Source: an optimization exercise on an open RTL-to-GDS flow (aim: a short achievable clock period and few clock cycles per item). Production flows keep margins and buffers that such runs may drop.
In this exercise RTL edits were held to simulation tests only and were not proved equivalent to the original.
Power figures rest on the tool's default switching activity, not on a simulated workload.

### flow/run.sh
#!/bin/bash
# synth_recipe.tcl (not shown) runs the flow's synth.tcl, then flattens the netlist and writes it again
# the make line also repeats each setting of config.mk as NAME=value (left out here)
make -C /OpenROAD-flow-scripts/flow DESIGN_CONFIG=/design/flow/config.mk WORK_HOME=/design/flow/orfs CLKGATE_MAP_FILE= SYNTH_SCRIPT=/design/flow/synth_recipe.tcl finish
### flow/config.mk
export PLATFORM = sky130hd
export DESIGN_NAME = upxl_encoder
export DESIGN_NICKNAME = upxl_encoder
export VERILOG_FILES = /design/flow/design.v
export SDC_FILE = /design/flow/constraint.sdc
export NUM_CORES = 4
export LEC_CHECK = 0
export CAP_MARGIN = 20
export CORE_MARGIN = 2
export CORE_UTILIZATION = 40
export PLACE_DENSITY = 0.6
export SLEW_MARGIN = 20
### flow/constraint.sdc
create_clock -name core_clock -period 5.0 [get_ports {clk}]
set_input_delay 1.0000 -clock core_clock [delete_from_list [all_inputs] [get_ports {clk}]]
set_output_delay 1.0000 -clock core_clock [all_outputs]
set_load 0.01 [all_outputs]
### flow/design.v
module upxl_cpm_sel (
  input  wire [1:0]  kind,
  input  wire [7:0]  order,
  input  wire        nelem4,
  output reg  [15:0] sel,
  output wire        bsel
);
  integer q, k;
  reg taken;
  always @(*) begin
    sel = 16'h0;
    for (q = 0; q < 4; q = q + 1) begin
      taken = 1'b0;
      for (k = 3; k >= 0; k = k - 1) begin
        if ((k < 3 || nelem4) && (q < 3 || nelem4) &&
            order[2*k +: 2] == q && !taken) begin
          sel[4*q + k] = 1'b1;
          taken = 1'b1;
        end
      end
    end
    if (kind == 2'd1)
      sel[15:12] = 4'h0;
  end
  assign bsel = (kind == 2'd1);
endmodule
module upxl_cpm (
  input  wire [31:0] color,
  input  wire [15:0] sel,
  input  wire        bsel,
  input  wire [7:0]  bright,
  output reg  [31:0] bytes_out
);
  wire [31:0] samples = {color[31:24], color[7:0], color[15:8], color[23:16]};
  integer q, k;
  always @(*) begin
    bytes_out = 32'h0;
    for (q = 0; q < 4; q = q + 1)
      for (k = 0; k < 4; k = k + 1)
        bytes_out[8*q +: 8] = bytes_out[8*q +: 8] | ({8{sel[4*q + k]}} & samples[8*k +: 8]);
    bytes_out[31:24] = bytes_out[31:24] | ({8{bsel}} & bright);
  end
endmodule
module upxl_crc32 (
  input  wire [31:0] x,
  output wire [31:0] y
);
  assign y[0] = ((((x[0] ^ x[1]) ^ (x[2] ^ x[3])) ^ ((x[4] ^ x[6]) ^ (x[7] ^ x[8]))) ^ (((x[16] ^ x[20]) ^ (x[22] ^ x[23])) ^ x[26]));
  assign y[1] = ((((x[1] ^ x[2]) ^ (x[3] ^ x[4])) ^ ((x[5] ^ x[7]) ^ (x[8] ^ x[9]))) ^ (((x[17] ^ x[21]) ^ (x[23] ^ x[24])) ^ x[27]));
  assign y[2] = ((((x[0] ^ x[2]) ^ (x[3] ^ x[4])) ^ ((x[5] ^ x[6]) ^ (x[8] ^ x[9]))) ^ (((x[10] ^ x[18]) ^ (x[22] ^ x[24])) ^ (x[25] ^ x[28])));
  assign y[3] = ((((x[1] ^ x[3]) ^ (x[4] ^ x[5])) ^ ((x[6] ^ x[7]) ^ (x[9] ^ x[10]))) ^ (((x[11] ^ x[19]) ^ (x[23] ^ x[25])) ^ (x[26] ^ x[29])));
  assign y[4] = ((((x[2] ^ x[4]) ^ (x[5] ^ x[6])) ^ ((x[7] ^ x[8]) ^ (x[10] ^ x[11]))) ^ (((x[12] ^ x[20]) ^ (x[24] ^ x[26])) ^ (x[27] ^ x[30])));
  assign y[5] = ((((x[0] ^ x[3]) ^ (x[5] ^ x[6])) ^ ((x[7] ^ x[8]) ^ (x[9] ^ x[11]))) ^ (((x[12] ^ x[13]) ^ (x[21] ^ x[25])) ^ ((x[27] ^ x[28]) ^ x[31])));
  assign y[6] = ((((x[0] ^ x[2]) ^ (x[3] ^ x[9])) ^ ((x[10] ^ x[12]) ^ (x[13] ^ x[14]))) ^ (((x[16] ^ x[20]) ^ (x[23] ^ x[28])) ^ x[29]));
  assign y[7] = ((((x[1] ^ x[3]) ^ (x[4] ^ x[10])) ^ ((x[11] ^ x[13]) ^ (x[14] ^ x[15]))) ^ (((x[17] ^ x[21]) ^ (x[24] ^ x[29])) ^ x[30]));
  assign y[8] = ((((x[0] ^ x[2]) ^ (x[4] ^ x[5])) ^ ((x[11] ^ x[12]) ^ (x[14] ^ x[15]))) ^ (((x[16] ^ x[18]) ^ (x[22] ^ x[25])) ^ (x[30] ^ x[31])));
  assign y[9] = ((((x[0] ^ x[2]) ^ (x[4] ^ x[5])) ^ ((x[7] ^ x[8]) ^ (x[12] ^ x[13]))) ^ (((x[15] ^ x[17]) ^ (x[19] ^ x[20])) ^ (x[22] ^ x[31])));
  assign y[10] = ((((x[0] ^ x[2]) ^ (x[4] ^ x[5])) ^ ((x[7] ^ x[9]) ^ (x[13] ^ x[14]))) ^ ((x[18] ^ x[21]) ^ (x[22] ^ x[26])));
  assign y[11] = ((((x[1] ^ x[3]) ^ (x[5] ^ x[6])) ^ ((x[8] ^ x[10]) ^ (x[14] ^ x[15]))) ^ ((x[19] ^ x[22]) ^ (x[23] ^ x[27])));
  assign y[12] = ((((x[2] ^ x[4]) ^ (x[6] ^ x[7])) ^ ((x[9] ^ x[11]) ^ (x[15] ^ x[16]))) ^ ((x[20] ^ x[23]) ^ (x[24] ^ x[28])));
  assign y[13] = ((((x[0] ^ x[3]) ^ (x[5] ^ x[7])) ^ ((x[8] ^ x[10]) ^ (x[12] ^ x[16]))) ^ (((x[17] ^ x[21]) ^ (x[24] ^ x[25])) ^ x[29]));
  assign y[14] = ((((x[0] ^ x[1]) ^ (x[4] ^ x[6])) ^ ((x[8] ^ x[9]) ^ (x[11] ^ x[13]))) ^ (((x[17] ^ x[18]) ^ (x[22] ^ x[25])) ^ (x[26] ^ x[30])));
  assign y[15] = ((((x[1] ^ x[2]) ^ (x[5] ^ x[7])) ^ ((x[9] ^ x[10]) ^ (x[12] ^ x[14]))) ^ (((x[18] ^ x[19]) ^ (x[23] ^ x[26])) ^ (x[27] ^ x[31])));
  assign y[16] = ((((x[1] ^ x[4]) ^ (x[7] ^ x[10])) ^ ((x[11] ^ x[13]) ^ (x[15] ^ x[16]))) ^ (((x[19] ^ x[22]) ^ (x[23] ^ x[24])) ^ ((x[26] ^ x[27]) ^ x[28])));
  assign y[17] = ((((x[2] ^ x[5]) ^ (x[8] ^ x[11])) ^ ((x[12] ^ x[14]) ^ (x[16] ^ x[17]))) ^ (((x[20] ^ x[23]) ^ (x[24] ^ x[25])) ^ ((x[27] ^ x[28]) ^ x[29])));
  assign y[18] = ((((x[0] ^ x[3]) ^ (x[6] ^ x[9])) ^ ((x[12] ^ x[13]) ^ (x[15] ^ x[17]))) ^ (((x[18] ^ x[21]) ^ (x[24] ^ x[25])) ^ ((x[26] ^ x[28]) ^ (x[29] ^ x[30]))));
  assign y[19] = (((((x[0] ^ x[1]) ^ (x[4] ^ x[7])) ^ ((x[10] ^ x[13]) ^ (x[14] ^ x[16]))) ^ (((x[18] ^ x[19]) ^ (x[22] ^ x[25])) ^ ((x[26] ^ x[27]) ^ (x[29] ^ x[30])))) ^ x[31]);
  assign y[20] = (((((x[0] ^ x[3]) ^ (x[4] ^ x[5])) ^ ((x[6] ^ x[7]) ^ (x[11] ^ x[14]))) ^ (((x[15] ^ x[16]) ^ (x[17] ^ x[19])) ^ ((x[22] ^ x[27]) ^ (x[28] ^ x[30])))) ^ x[31]);
  assign y[21] = ((((x[0] ^ x[2]) ^ (x[3] ^ x[5])) ^ ((x[12] ^ x[15]) ^ (x[17] ^ x[18]))) ^ (((x[22] ^ x[26]) ^ (x[28] ^ x[29])) ^ x[31]));
  assign y[22] = ((((x[2] ^ x[7]) ^ (x[8] ^ x[13])) ^ ((x[18] ^ x[19]) ^ (x[20] ^ x[22]))) ^ ((x[26] ^ x[27]) ^ (x[29] ^ x[30])));
  assign y[23] = ((((x[0] ^ x[3]) ^ (x[8] ^ x[9])) ^ ((x[14] ^ x[19]) ^ (x[20] ^ x[21]))) ^ (((x[23] ^ x[27]) ^ (x[28] ^ x[30])) ^ x[31]));
  assign y[24] = ((((x[2] ^ x[3]) ^ (x[6] ^ x[7])) ^ ((x[8] ^ x[9]) ^ (x[10] ^ x[15]))) ^ (((x[16] ^ x[21]) ^ (x[23] ^ x[24])) ^ ((x[26] ^ x[28]) ^ (x[29] ^ x[31]))));
  assign y[25] = ((((x[1] ^ x[2]) ^ (x[6] ^ x[9])) ^ ((x[10] ^ x[11]) ^ (x[17] ^ x[20]))) ^ (((x[23] ^ x[24]) ^ (x[25] ^ x[26])) ^ ((x[27] ^ x[29]) ^ x[30])));
  assign y[26] = ((((x[2] ^ x[3]) ^ (x[7] ^ x[10])) ^ ((x[11] ^ x[12]) ^ (x[18] ^ x[21]))) ^ (((x[24] ^ x[25]) ^ (x[26] ^ x[27])) ^ ((x[28] ^ x[30]) ^ x[31])));
  assign y[27] = (((((x[0] ^ x[1]) ^ (x[2] ^ x[6])) ^ ((x[7] ^ x[11]) ^ (x[12] ^ x[13]))) ^ (((x[16] ^ x[19]) ^ (x[20] ^ x[23])) ^ ((x[25] ^ x[27]) ^ (x[28] ^ x[29])))) ^ x[31]);
  assign y[28] = ((((x[0] ^ x[4]) ^ (x[6] ^ x[12])) ^ ((x[13] ^ x[14]) ^ (x[16] ^ x[17]))) ^ (((x[21] ^ x[22]) ^ (x[23] ^ x[24])) ^ ((x[28] ^ x[29]) ^ x[30])));
  assign y[29] = ((((x[0] ^ x[1]) ^ (x[5] ^ x[7])) ^ ((x[13] ^ x[14]) ^ (x[15] ^ x[17]))) ^ (((x[18] ^ x[22]) ^ (x[23] ^ x[24])) ^ ((x[25] ^ x[29]) ^ (x[30] ^ x[31]))));
  assign y[30] = ((((x[3] ^ x[4]) ^ (x[7] ^ x[14])) ^ ((x[15] ^ x[18]) ^ (x[19] ^ x[20]))) ^ (((x[22] ^ x[24]) ^ (x[25] ^ x[30])) ^ x[31]));
  assign y[31] = ((((x[0] ^ x[1]) ^ (x[2] ^ x[3])) ^ ((x[5] ^ x[6]) ^ (x[7] ^ x[15]))) ^ (((x[19] ^ x[21]) ^ (x[22] ^ x[25])) ^ x[31]));
endmodule
module upxl_crc32_init (
  input  wire [1:0]  p,
  output reg  [31:0] m_init
);
  always @(*) begin
    case (p)
      2'd0: m_init = 32'hDEBB20E3;
      2'd1: m_init = 32'h00BE26ED;
      2'd2: m_init = 32'hBE26ED00;
      2'd3: m_init = 32'h2DFD1072;
    endcase
  end
endmodule
module upxl_encoder (
  input  wire        clk,
  input  wire        rst,
  input  wire        cmd_valid,
  output wire        cmd_ready,
  input  wire [1:0]  cmd_kind,
  input  wire [7:0]  cmd_chan,
  input  wire [7:0]  cmd_order,
  input  wire        cmd_nelem4,
  input  wire [7:0]  cmd_bright,
  input  wire [31:0] cmd_freq,
  input  wire [15:0] cmd_npix,
  input  wire        pix_valid,
  output wire        pix_ready,
  input  wire [31:0] pix_color,
  output reg         out_valid,
  input  wire        out_ready,
  output reg  [31:0] out_data,
  output reg  [2:0]  out_nbytes,
  output reg         out_last,
  output reg         done,
  output reg  [2:0]  done_flags,
  output reg  [11:0] done_len
);
  localparam QD  = 8;     
  localparam PD  = 32;    
  localparam OD  = 8;     
  reg        cmd_ready_r;
  reg        v_valid;
  reg [1:0]  v_kind;
  reg [7:0]  v_chan, v_order, v_bright;
  reg        v_nelem4;
  reg [31:0] v_freq;
  reg [15:0] v_npix;
  assign cmd_ready = cmd_ready_r;
  wire        v_ovf0  = (v_kind == 2'd0) && (v_nelem4 ? (v_npix > 16'd512) : (v_npix > 16'd682));
  wire        v_ovf1  = (v_kind == 2'd1) && (v_npix > 16'd510);
  wire        v_eord  = (v_kind == 2'd1) && !v_nelem4;
  wire [2:0]  v_flags = (v_kind == 2'd3) ? 3'b100 : {1'b0, v_eord, v_ovf0 | v_ovf1};
  wire        v_ok    = (v_flags == 3'b000);
  wire [11:0] v_n12   = v_npix[11:0];
  wire [11:0] v_len   = (v_kind == 2'd2) ? 12'd14 :
                        (v_kind == 2'd1) ? 12'd18 + {v_n12[9:0], 2'b00} :
                        v_nelem4 ? 12'd14 + {v_n12[9:0], 2'b00} :
                                   12'd14 + v_n12 + {v_n12[10:0], 1'b0};
  wire        v_frame = v_valid && v_ok;
  wire        v_haspx = v_frame && (v_kind != 2'd2) && (v_npix != 16'd0);
  reg [QD-1:0]    dq_isf;
  reg [3*QD-1:0]  dq_flags;
  reg [12*QD-1:0] dq_len;
  reg [2:0]       dq_wr, dq_rd;
  reg [3:0]       dq_cnt;
  localparam GW = 2 + 8 + 8 + 1 + 8 + 32 + 10 + 2;
  reg [GW*QD-1:0] gq;
  reg [2:0]       gq_wr, gq_rd;
  reg [3:0]       gq_cnt;
  wire [GW-1:0]   gq_in = {v_kind, v_chan, v_order, v_nelem4, v_bright, v_freq,
                           v_npix[9:0], 2'd0 - v_len[1:0]};
  wire [GW-1:0]   gq_head = gq[gq_rd*GW +: GW];
  reg         pix_ready_r;
  reg         pin_v;
  reg [31:0]  pin_d;
  reg [15:0]  owed;           
  reg [32*PD-1:0] pf;         
  reg [PD:0]  pf_vld;         
  reg [1:0]   pf_pop;         
  assign pix_ready = pix_ready_r;
  wire pix_take = pix_valid && pix_ready_r;
  localparam [2:0] G_IDLE = 3'd0, G_W1 = 3'd1, G_W2 = 3'd2, G_BODY = 3'd3, G_FIN = 3'd4;
  reg [2:0]  gst;
  reg [1:0]  f_kind;
  reg [7:0]  f_chan, f_order, f_bright;
  reg        f_e4;
  reg [31:0] f_freq;
  reg [9:0]  f_npix;
  reg [1:0]  f_p;
  reg [15:0] f_sel;
  reg        f_bsel;
  reg [23:0] acc;
  reg [1:0]  accn;
  reg [9:0]  rem;
  reg        g_v, g_first, g_lastb, g_fin;
  reg [31:0] g_d;
  reg [1:0]  g_p;
  reg [31:0] g_prev;
  reg        s1_v, s1_first, s1_lastb, s1_fin;
  reg [31:0] s1_d, s1_mw;
  reg [1:0]  s1_p;
  reg        s2_v, s2_lastb, s2_fin;
  reg [31:0] s2_d;
  reg [1:0]  s2_p;
  reg [31:0] crc;
  reg [36*OD-1:0] oq;
  reg [2:0]  oq_wr, oq_rd;
  reg [3:0]  oq_cnt;
  reg [3:0]  credit_used;     
  reg [3:0]  fr_out;          
  wire gen_ok = (credit_used < OD);
  wire [15:0] h_sel;
  wire        h_bsel;
  upxl_cpm_sel u_sel (
    .kind   (gq_head[GW-1 -: 2]),
    .order  (gq_head[GW-11 -: 8]),
    .nelem4 (gq_head[GW-19]),
    .sel    (h_sel),
    .bsel   (h_bsel)
  );
  wire [31:0] px0, px1;
  upxl_cpm u_cpm0 (.color(pf[31:0]),  .sel(f_sel), .bsel(f_bsel), .bright(f_bright), .bytes_out(px0));
  upxl_cpm u_cpm1 (.color(pf[63:32]), .sel(f_sel), .bsel(f_bsel), .bright(f_bright), .bytes_out(px1));
  wire [7:0] s0 = px0[7:0];
  wire [7:0] s1 = px0[15:8];
  wire [7:0] s2 = px0[23:16];
  wire [7:0] s3 = f_e4 ? px0[31:24] : px1[7:0];
  wire [7:0] s4 = px1[15:8];
  wire [7:0] s5 = px1[23:16];
  reg [31:0] wlane;         
  reg [15:0] nacc;          
  always @(*) begin
    case (accn)
      2'd0: begin wlane = {s3, s2, s1, s0};                 nacc = {s5, s4}; end
      2'd1: begin wlane = {s2, s1, s0, acc[7:0]};           nacc = {s4, s3}; end
      2'd2: begin wlane = {s1, s0, acc[15:0]};              nacc = {s3, s2}; end
      default: begin wlane = {s0, acc[23:0]};               nacc = {s2, s1}; end
    endcase
  end
  wire rem0 = (rem == 10'd0);
  wire rem1 = (rem == 10'd1);
  wire av1  = pf_vld[0];
  wire av2  = pf_vld[1];
  wire [1:0] k_body = rem0 ? 2'd0 :
                      (!f_e4 && accn == 2'd0 && !rem1 && av2) ? 2'd2 :
                      av1 ? 2'd1 : 2'd0;
  wire [3:0] tot = {2'b0, accn} + (f_e4 ? {k_body, 2'b00} : ({2'b0, k_body} + {1'b0, k_body, 1'b0}));
  wire       rem_after0 = (rem == {8'd0, k_body});
  integer i;
  always @(posedge clk) begin
    v_kind   <= cmd_kind;
    v_chan   <= cmd_chan;
    v_order  <= cmd_order;
    v_nelem4 <= cmd_nelem4;
    v_bright <= cmd_bright;
    v_freq   <= cmd_freq;
    v_npix   <= cmd_npix;
    pin_d    <= pix_color;
    if (rst) begin
      cmd_ready_r <= 1'b1;
      v_valid     <= 1'b0;
      dq_wr <= 3'd0; dq_rd <= 3'd0; dq_cnt <= 4'd0;
      gq_wr <= 3'd0; gq_rd <= 3'd0; gq_cnt <= 4'd0;
      pix_ready_r <= 1'b0;
      pin_v  <= 1'b0;
      owed   <= 16'd0;
      pf_vld <= {(PD+1){1'b0}};
      gst    <= G_IDLE;
      g_v    <= 1'b0;
      s1_v   <= 1'b0;
      s2_v   <= 1'b0;
      oq_wr <= 3'd0; oq_rd <= 3'd0; oq_cnt <= 4'd0;
      credit_used <= 4'd0;
      fr_out <= 4'd0;
      out_valid <= 1'b0;
      done   <= 1'b0;
    end else begin : run
      reg        dq_pop, gq_pop, emit, oq_pop;
      reg [1:0]  kpop;
      v_valid     <= cmd_valid && cmd_ready_r;
      cmd_ready_r <= ({1'b0, dq_cnt} + {4'd0, v_valid} + 5'd2) <= QD;
      if (v_valid) begin
        dq_isf[dq_wr]          <= v_ok;
        dq_flags[dq_wr*3 +: 3] <= v_flags;
        dq_len[dq_wr*12 +: 12] <= v_len;
        dq_wr <= dq_wr + 3'd1;
      end
      if (v_frame) begin
        gq[gq_wr*GW +: GW] <= gq_in;
        gq_wr <= gq_wr + 3'd1;
      end
      dq_pop = 1'b0;
      done   <= 1'b0;
      if (dq_cnt != 4'd0) begin
        if (!dq_isf[dq_rd]) begin
          dq_pop = 1'b1;
          done       <= 1'b1;
          done_flags <= dq_flags[dq_rd*3 +: 3];
          done_len   <= 12'd0;
        end else if (fr_out != 4'd0) begin
          dq_pop = 1'b1;
          done       <= 1'b1;
          done_flags <= 3'd0;
          done_len   <= dq_len[dq_rd*12 +: 12];
        end
      end
      if (dq_pop) dq_rd <= dq_rd + 3'd1;
      dq_cnt <= dq_cnt + {3'd0, v_valid} - {3'd0, dq_pop};
      fr_out <= fr_out + {3'd0, out_valid && out_ready && out_last}
                       - {3'd0, dq_pop && dq_isf[dq_rd]};
      pin_v <= pix_take;
      owed  <= owed - {15'd0, pix_take} + (v_haspx ? v_npix : 16'd0);
      pix_ready_r <= (pf_vld[PD-3] == 1'b0) &&
                     (v_haspx || (owed > 16'd1) || (owed == 16'd1 && !pix_take));
      emit   = 1'b0;
      gq_pop = 1'b0;
      kpop   = 2'd0;
      g_first <= 1'b0;
      g_lastb <= 1'b0;
      g_fin   <= 1'b0;
      if (gen_ok) begin
        case (gst)
          G_IDLE: if (gq_cnt != 4'd0) begin
            gq_pop = 1'b1;
            {f_kind, f_chan, f_order, f_e4, f_bright, f_freq, f_npix, f_p} <= gq_head;
            f_sel  <= h_sel;
            f_bsel <= h_bsel;
            emit = 1'b1;
            g_d     <= 32'h4C585055;           
            g_first <= 1'b1;
            g_p     <= gq_head[1:0];
            gst     <= G_W1;
          end
          G_W1: begin
            emit = 1'b1;
            case (f_kind)
              2'd0: g_d <= {f_order, 5'd0, f_e4 ? 3'd4 : 3'd3, 8'h01, f_chan};
              2'd1: g_d <= {f_freq[15:0], 8'h03, f_chan};
              default: g_d <= {f_freq[15:0], 8'h04, f_chan};
            endcase
            accn <= 2'd2;
            if (f_kind == 2'd0) begin
              acc[15:0] <= {6'd0, f_npix};
              rem <= f_npix;
              gst <= G_BODY;
            end else if (f_kind == 2'd1) begin
              gst <= G_W2;
            end else begin
              acc[15:0] <= f_freq[31:16];
              rem <= 10'd0;
              gst <= G_BODY;
            end
          end
          G_W2: begin
            emit = 1'b1;
            g_d <= {8'h00, f_order, f_freq[31:16]};
            acc[15:0] <= {6'd0, f_npix};
            rem <= f_npix;
            gst <= G_BODY;
          end
          G_BODY: begin
            g_d  <= wlane;
            kpop = k_body;
            rem  <= rem - {8'd0, k_body};
            if (rem0) begin
              emit = 1'b1;
              g_lastb <= 1'b1;
              gst <= G_FIN;
            end else if (tot >= 4'd4) begin
              emit = 1'b1;
              acc[15:0] <= nacc;
              accn <= tot[1:0];
              if (rem_after0 && tot == 4'd4) begin
                g_lastb <= 1'b1;
                gst <= G_FIN;
              end
            end else if (k_body != 2'd0) begin
              if (rem_after0) begin
                emit = 1'b1;
                g_lastb <= 1'b1;
                gst <= G_FIN;
              end else begin
                acc  <= wlane[23:0];
                accn <= tot[1:0];
              end
            end
          end
          default: begin  
            emit = 1'b1;
            g_fin <= 1'b1;
            gst <= G_IDLE;
          end
        endcase
      end
      g_v <= emit;
      if (gq_pop) gq_rd <= gq_rd + 3'd1;
      gq_cnt <= gq_cnt + {3'd0, v_frame} - {3'd0, gq_pop};
      for (i = 0; i < PD; i = i + 1) begin
        if (i + kpop < PD && pf_vld[i + kpop])
          pf[32*i +: 32] <= pf[32*(i + kpop) +: 32];
        else
          pf[32*i +: 32] <= pin_d;
      end
      case (kpop)
        2'd0: pf_vld <= pin_v ? {pf_vld[PD-1:0], 1'b1} : pf_vld;
        2'd1: pf_vld <= pin_v ? pf_vld : {1'b0, pf_vld[PD:1]};
        default: pf_vld <= pin_v ? {1'b0, pf_vld[PD:1]} : {2'b0, pf_vld[PD:2]};
      endcase
      s1_v     <= g_v;
      s1_first <= g_first;
      s1_lastb <= g_lastb;
      s1_fin   <= g_fin;
      s1_d     <= g_d;
      s1_p     <= g_p;
      s1_mw    <= mw_word ^ (g_first ? mw_init : 32'h0);
      if (g_v) g_prev <= g_d;
      s2_v     <= s1_v;
      s2_lastb <= s1_lastb;
      s2_fin   <= s1_fin;
      s2_d     <= s1_d;
      s2_p     <= s1_p;
      if (s1_v && !s1_fin)
        crc <= (s1_first ? 32'h0 : m_crc) ^ s1_mw;
      if (s2_v) begin
        oq[oq_wr*36 +: 36] <= {s2_fin, s2_nb, s2_word};
        oq_wr <= oq_wr + 3'd1;
      end
      oq_pop = (!out_valid || out_ready) && (oq_cnt != 4'd0);
      if (!out_valid || out_ready) begin
        out_valid <= (oq_cnt != 4'd0);
        {out_last, out_nbytes, out_data} <= oq[oq_rd*36 +: 36];
      end
      if (oq_pop) oq_rd <= oq_rd + 3'd1;
      oq_cnt <= oq_cnt + {3'd0, s2_v} - {3'd0, oq_pop};
      credit_used <= credit_used + {3'd0, emit} - {3'd0, oq_pop};
    end
  end
  wire [31:0] g_prev0 = g_first ? 32'h0 : g_prev;
  reg  [31:0] cw;
  always @(*) begin
    case (g_p)
      2'd0: cw = g_d;
      2'd1: cw = {g_d[23:0], g_prev0[31:24]};
      2'd2: cw = {g_d[15:0], g_prev0[31:16]};
      default: cw = {g_d[7:0], g_prev0[31:8]};
    endcase
  end
  wire [31:0] mw_word, mw_init, m_crc;
  upxl_crc32      u_mw   (.x(cw),  .y(mw_word));
  upxl_crc32_init u_init (.p(g_p), .m_init(mw_init));
  upxl_crc32      u_mc   (.x(crc), .y(m_crc));
  wire [31:0] crc_v = ~crc;
  reg  [31:0] s2_word;
  reg  [2:0]  s2_nb;
  always @(*) begin
    s2_word = s2_d;
    s2_nb   = 3'd4;
    if (s2_fin) begin
      case (s2_p)
        2'd0: begin s2_word = crc_v;                 s2_nb = 3'd4; end
        2'd1: begin s2_word = {8'h0, crc_v[31:8]};   s2_nb = 3'd3; end
        2'd2: begin s2_word = {16'h0, crc_v[31:16]}; s2_nb = 3'd2; end
        default: begin s2_word = {24'h0, crc_v[31:24]}; s2_nb = 3'd1; end
      endcase
    end else if (s2_lastb) begin
      case (s2_p)
        2'd0: s2_word = s2_d;
        2'd1: s2_word = {crc_v[7:0], s2_d[23:0]};
        2'd2: s2_word = {crc_v[15:0], s2_d[15:0]};
        default: s2_word = {crc_v[23:0], s2_d[7:0]};
      endcase
    end
  end
endmodule
==> results.txt <==
state kept, by name (all words and copies together) (netlist names), 32 cells and up:
name      flops
pf_vld       33
pin_d        32
g_d          32
dq_len       96
out_data     32
pf         1024
s1_d         32
crc          32
oq          288
gq          568
s1_mw        32
f_freq       32
s2_d         32
v_freq       32
kinds of logic (layout without fill, tap and decap cells):
family / count (synthesis) / count (layout) / synth area share, %
compound gates: 3075 / 3075 / 14.0
xor+xnor: 567 / 567 / 3.42
fa+ha+maj: 148 / 148 / 1.32
buf+inv: 1312 / 1375 / 3.74
flops: 2585 / 2585 / 51.9
mux: 1680 / 1680 / 14.2
other cells: 1 / 23 / 0.00258
simple gates: 3959 / 3959 / 11.4
cell type report:
class / count / area, µm² / share of cell area, %
antenna: 20 / 50.0 / 0.0307
multi-input combinational: 9432 / 65100 / 39.9
timing repair buffer: 615 / 6060 / 3.71
inverter: 213 / 803 / 0.492
tap: 4794 / 6000 / 3.67
clock buffer: 394 / 8120 / 4.98
sequential: 2585 / 75600 / 46.3
clock inverter: 153 / 1490 / 0.915
critical path, stage by stage, from the launching register on:
cell	delay, ns
sky130_fd_sc_hd__dfxtp_1	0.36
sky130_fd_sc_hd__inv_1	0.07
sky130_fd_sc_hd__ha_1	0.20
sky130_fd_sc_hd__a21o_1	0.17
sky130_fd_sc_hd__a21o_1	0.17
sky130_fd_sc_hd__a21o_1	0.18
sky130_fd_sc_hd__a211oi_1	0.26
sky130_fd_sc_hd__o311a_1	0.24
sky130_fd_sc_hd__o21a_1	0.15
sky130_fd_sc_hd__and2_1	0.24
sky130_fd_sc_hd__buf_4	0.20
sky130_fd_sc_hd__nand2_1	0.06
sky130_fd_sc_hd__ha_1	0.27
sky130_fd_sc_hd__inv_1	0.04
sky130_fd_sc_hd__ha_1	0.32
sky130_fd_sc_hd__o21a_1	0.20
sky130_fd_sc_hd__o21a_1	0.17
sky130_fd_sc_hd__o21ai_1	0.26
sky130_fd_sc_hd__o31ai_1	0.11
sky130_fd_sc_hd__a21oi_1	0.24
sky130_fd_sc_hd__a21oi_1	0.14
sky130_fd_sc_hd__a31o_2	0.26
sky130_fd_sc_hd__mux2_2	0.26
layout by cell type (no fill, tap or decap), types with 63 or more instances in the layout:
cell and count:
sky130_fd_sc_hd__clkbuf_1 75, sky130_fd_sc_hd__buf_4 368, sky130_fd_sc_hd__nand2_1 2356, sky130_fd_sc_hd__o21ai_0 1235, sky130_fd_sc_hd__o211ai_1 95, sky130_fd_sc_hd__mux4_2 255
sky130_fd_sc_hd__buf_12 81, sky130_fd_sc_hd__mux2_2 466, sky130_fd_sc_hd__mux2i_1 957, sky130_fd_sc_hd__nor2_1 531, sky130_fd_sc_hd__nor2b_1 91, sky130_fd_sc_hd__a21oi_1 329
sky130_fd_sc_hd__clkdlybuf4s50_1 165, sky130_fd_sc_hd__a21o_1 63, sky130_fd_sc_hd__o221ai_1 114, sky130_fd_sc_hd__ha_1 135, sky130_fd_sc_hd__and2_1 63, sky130_fd_sc_hd__edfxtp_1 2379
sky130_fd_sc_hd__a22oi_1 142, sky130_fd_sc_hd__nand3_1 637, sky130_fd_sc_hd__inv_1 210, sky130_fd_sc_hd__xor2_1 158, sky130_fd_sc_hd__dfxtp_1 199, sky130_fd_sc_hd__nor3_1 85
sky130_fd_sc_hd__clkbuf_16 307, sky130_fd_sc_hd__xnor2_1 408, sky130_fd_sc_hd__a22o_1 544
layer usage:
metal	wire length, µm	up-vias	GRT usage, %
li1	-	49367	-
met1	193000	54488	32.9
met2	209000	4841	37.6
met3	38300	927	4.46
met4	17900	12	8.43
met5	83	-	0
power by group through the flow:
stage | Clock, W | Combinational, W | Sequential [W]
after floorplan | 0 | 0.0166 | 0.0286
after global placement | 0 | 0.0225 | 0.0296
after detailed placement | 0 | 0.0226 | 0.0297
after CTS | 0.0224 | 0.0227 | 0.0292
after global routing | 0.0232 | 0.0247 | 0.0295
final | 0.0220 | 0.0228 | 0.0293
stage by stage:
stage / setup TNS (ns) / total power [W] / std cells / worst slack (ns) / utilization (%)
final: 0 / 0.0741 / 18206 / 0.322 / 45.1
after global routing: -0.0159 / 0.0773 / 18197 / -0.0159 / 45.1
after CTS: 0 / 0.0744 / 18185 / 0.223 / 45.0
after detailed placement: 0 / 0.0523 / 17638 / 0.227 / 42.4
after global placement: 0 / 0.0522 / 17638 / 0.216 / 42.4
after floorplan: -5414.28 / 0.0452 / 13329 / -6.24 / -
how the worst max path moves through the flow:
stage | to | depth (start not counted) | slack [ns]
floorplan | gq[0] | 3 | -6.24
global placement | owed[15] | 22 | 0.22
detailed placement | owed[14] | 23 | 0.23
CTS | owed[14] | 23 | 0.22
global route | owed[15] | 22 | -0.02
finish | owed[15] | 22 | 0.32
==> results.txt <==
----------------------------------------------------
[Run status]
  Outcome ... finished clean

[Global route]
  Vias in the first global route ... between 100k and 150k
  Initial antenna violation count ... 24
  Pin count of the biggest net entering global routing ... 199
  First-pass GRT wire length ... a little under 700000 µm
  Grt ovf ... 0
  Overall routing resource usage ... 23.9%

[Worst hold path]
  Hold Crit Depth ... 0
  Worst hold start ... s1_d[28]
  Hold Crit Endpoint ... s2_d[28]
  Hold Crit Class ... flip-flop to flip-flop

[Floorplanning]
  Number of rows in the core area ... 221
  Placeable core region ... about 0.36 mm²
  Die outline width ... between 600 and 700 µm
  I/O pin count ... 167
  Initial Utilization ... 40.2%
  Overall die area ... between 0.3 and 0.4 mm²
  Die span in y ... slightly above 600 µm

[Run]
  Maxcap violations ... 0

[Timing]
  Final worst path period share ... approximately 94%
  Worst clock skew ... 0.0773 ns
  Final-layout worst hold slack ... approximately 0.42 ns
  Final setup violating endpoints ... 0
  RSZ-0062 raised after global routing ... yes
  Number of slew-limit violations in the final report ... 0
  Worst-margin pin slew ... 1.12 ns
  Hold Vio Cnt, Final ... 0
  Max-slew headroom at the worst pin ... between 20% and 30%
  Clock period minus final worst setup slack ... approximately 4.7 ns
  Timing-limited maximum frequency ... 214 MHz

[Critical path]
  Startpoint type of the worst setup path ... flip-flop
  Reg2reg start ... v_npix[2]
  Crit end category ... flip-flop
  Register-to-Register Setup Slack ... about 0.32 ns
  Crit path max fanout ... 7
  Worst setup path startpoint ... v_npix[2]
  Reg2Reg Capture Point ... owed[15]
  Critical path start-end classification ... flip-flop to flip-flop
  Depth of the worst register-to-register path ... 22
  Critical path data required time ... 5.83 ns
  Worst Path Arrival ... around 5.5 ns

[Route]
  DR vias/cell ... 6.02
  DRT antenna net count ... 0
  1st-pass router iterations ... 10
  Number of remaining DRC errors ... 0
  Total length of routed wires ... approximately 460000 µm
  Via count ... between 100k and 150k
  Detailed Route Iter0 Violations ... about 13000
  Routed length per instance ... between 20 and 30 µm

[Yosys]
  Number of flops mapped to enable cells by yosys ... between 2000 and 2500
  Post-Syn Area ... 0.146 mm²
  Synth async-reset ratio ... 0%
  Top-count cell post-synth ... sky130_fd_sc_hd__edfxtp_1
  Cell type contributing the most total cell area after synthesis ... sky130_fd_sc_hd__edfxtp_1
  Area fraction of the dominant cell type after synthesis ... 49.1%
  Per-instance average area after synthesis ... 10.9 µm²
  Number of distinct library cells after synthesis ... 93
  Post-synth top cells ... sky130_fd_sc_hd__edfxtp_1 (2379), sky130_fd_sc_hd__nand2_1 (2363), sky130_fd_sc_hd__o21ai_0 (1237)
  Yosys reg bits ... about 2600
  Largest cells by area after synthesis ... sky130_fd_sc_hd__edfxtp_1 (49%), sky130_fd_sc_hd__mux2i_1 (6.6%), sky130_fd_sc_hd__nand2_1 (6.1%)
  Synthesized instance count ... ~13000
  Sequential cell area fraction in the yosys report ... between 50 and 60%
  Most used DFF post-synth ... sky130_fd_sc_hd__edfxtp_1
  Synthesis warning total ... 4

[Clocking]
  Number of H-tree branching levels ... 5
  Number of clock buffers inserted by TritonCTS ... 300
  Clock Sinks ... 2585
  Hold-fix buffers at CTS ... 0
  Root Driver ... sky130_fd_sc_hd__clkbuf_16
  Number of gates given a new drive strength after cts ... 0
  Clock Path Buffers ... 4
  Post-CTS clock slew at the launch and capture registers of the worst setup and hold paths ... approximately 0.060 ns
  Clock insertion delay at the later pin of the skew report ... 0.96 ns
  Number of setup buffers added after CTS ... 0
  TritonCTS clock tree ... done

[Place]
  PortBufs ... about 170
  Post-DP Area ... between 0.15 and 0.2 mm²
  Half-perimeter wire length of the detailed placement result ... 298000 µm
  Final GP Congestion ... ~1

[Pwr]
  Switching power ... about 0.024 W
  Total power divided by cell area ... ~450 mW/mm²
  Leakage power of the design ... around 55 nW
  Internal Dissipation ... approximately 0.050 W
  Clock share of power ... approximately 30%
  Switch share ... around 33%
  Power share of the combinational group ... around 31%
  Max VDD drop ... between 400 and 500 µV
  Fraction of power consumed by sequential logic ... 39.5%

[Finish]
  Number of fill cells ... approximately 34000
  Fraction of final layout cells sized beyond drive strength 1 ... about an eighth
  Synth-to-layout area growth ... 12.1%
  Final-stage net count ... 13407
  Post-route cell area ... around 0.16 mm²

----------------------------------------------------
Testbench counts, summed over its fixed seeds: cycles 49,745, bytes 180,206.

port drivers added, routing unchanged:
No port has a modelled driver above. Below, the same layout with a new extraction and two added sets of constraints.
Step 1 assumes that a clkbuf_16 drives the clock port and a buf_2 every other input.
Step 2, shift: input delay + t, output delay - t, t = (earliest + latest rising clock arrival at the registers) / 2. This alone moves slack from input paths to output paths.
Slacks: ideal / step 1 / step 2; pairs: ideal / step 1.
t, ns: 1.034
slack for setup (ns): 0.322 / 0.322 / 0.322
worst setup path at the end: register to register
latest minus earliest clock arrival (ns): 0.106 / 0.105
worst data-port slew with drivers (ns): 0.20
After both steps this run still meets setup and hold. For this run, drivers alone change the setup slack by 0.000 ns; drivers and shift together by 0.000 ns.
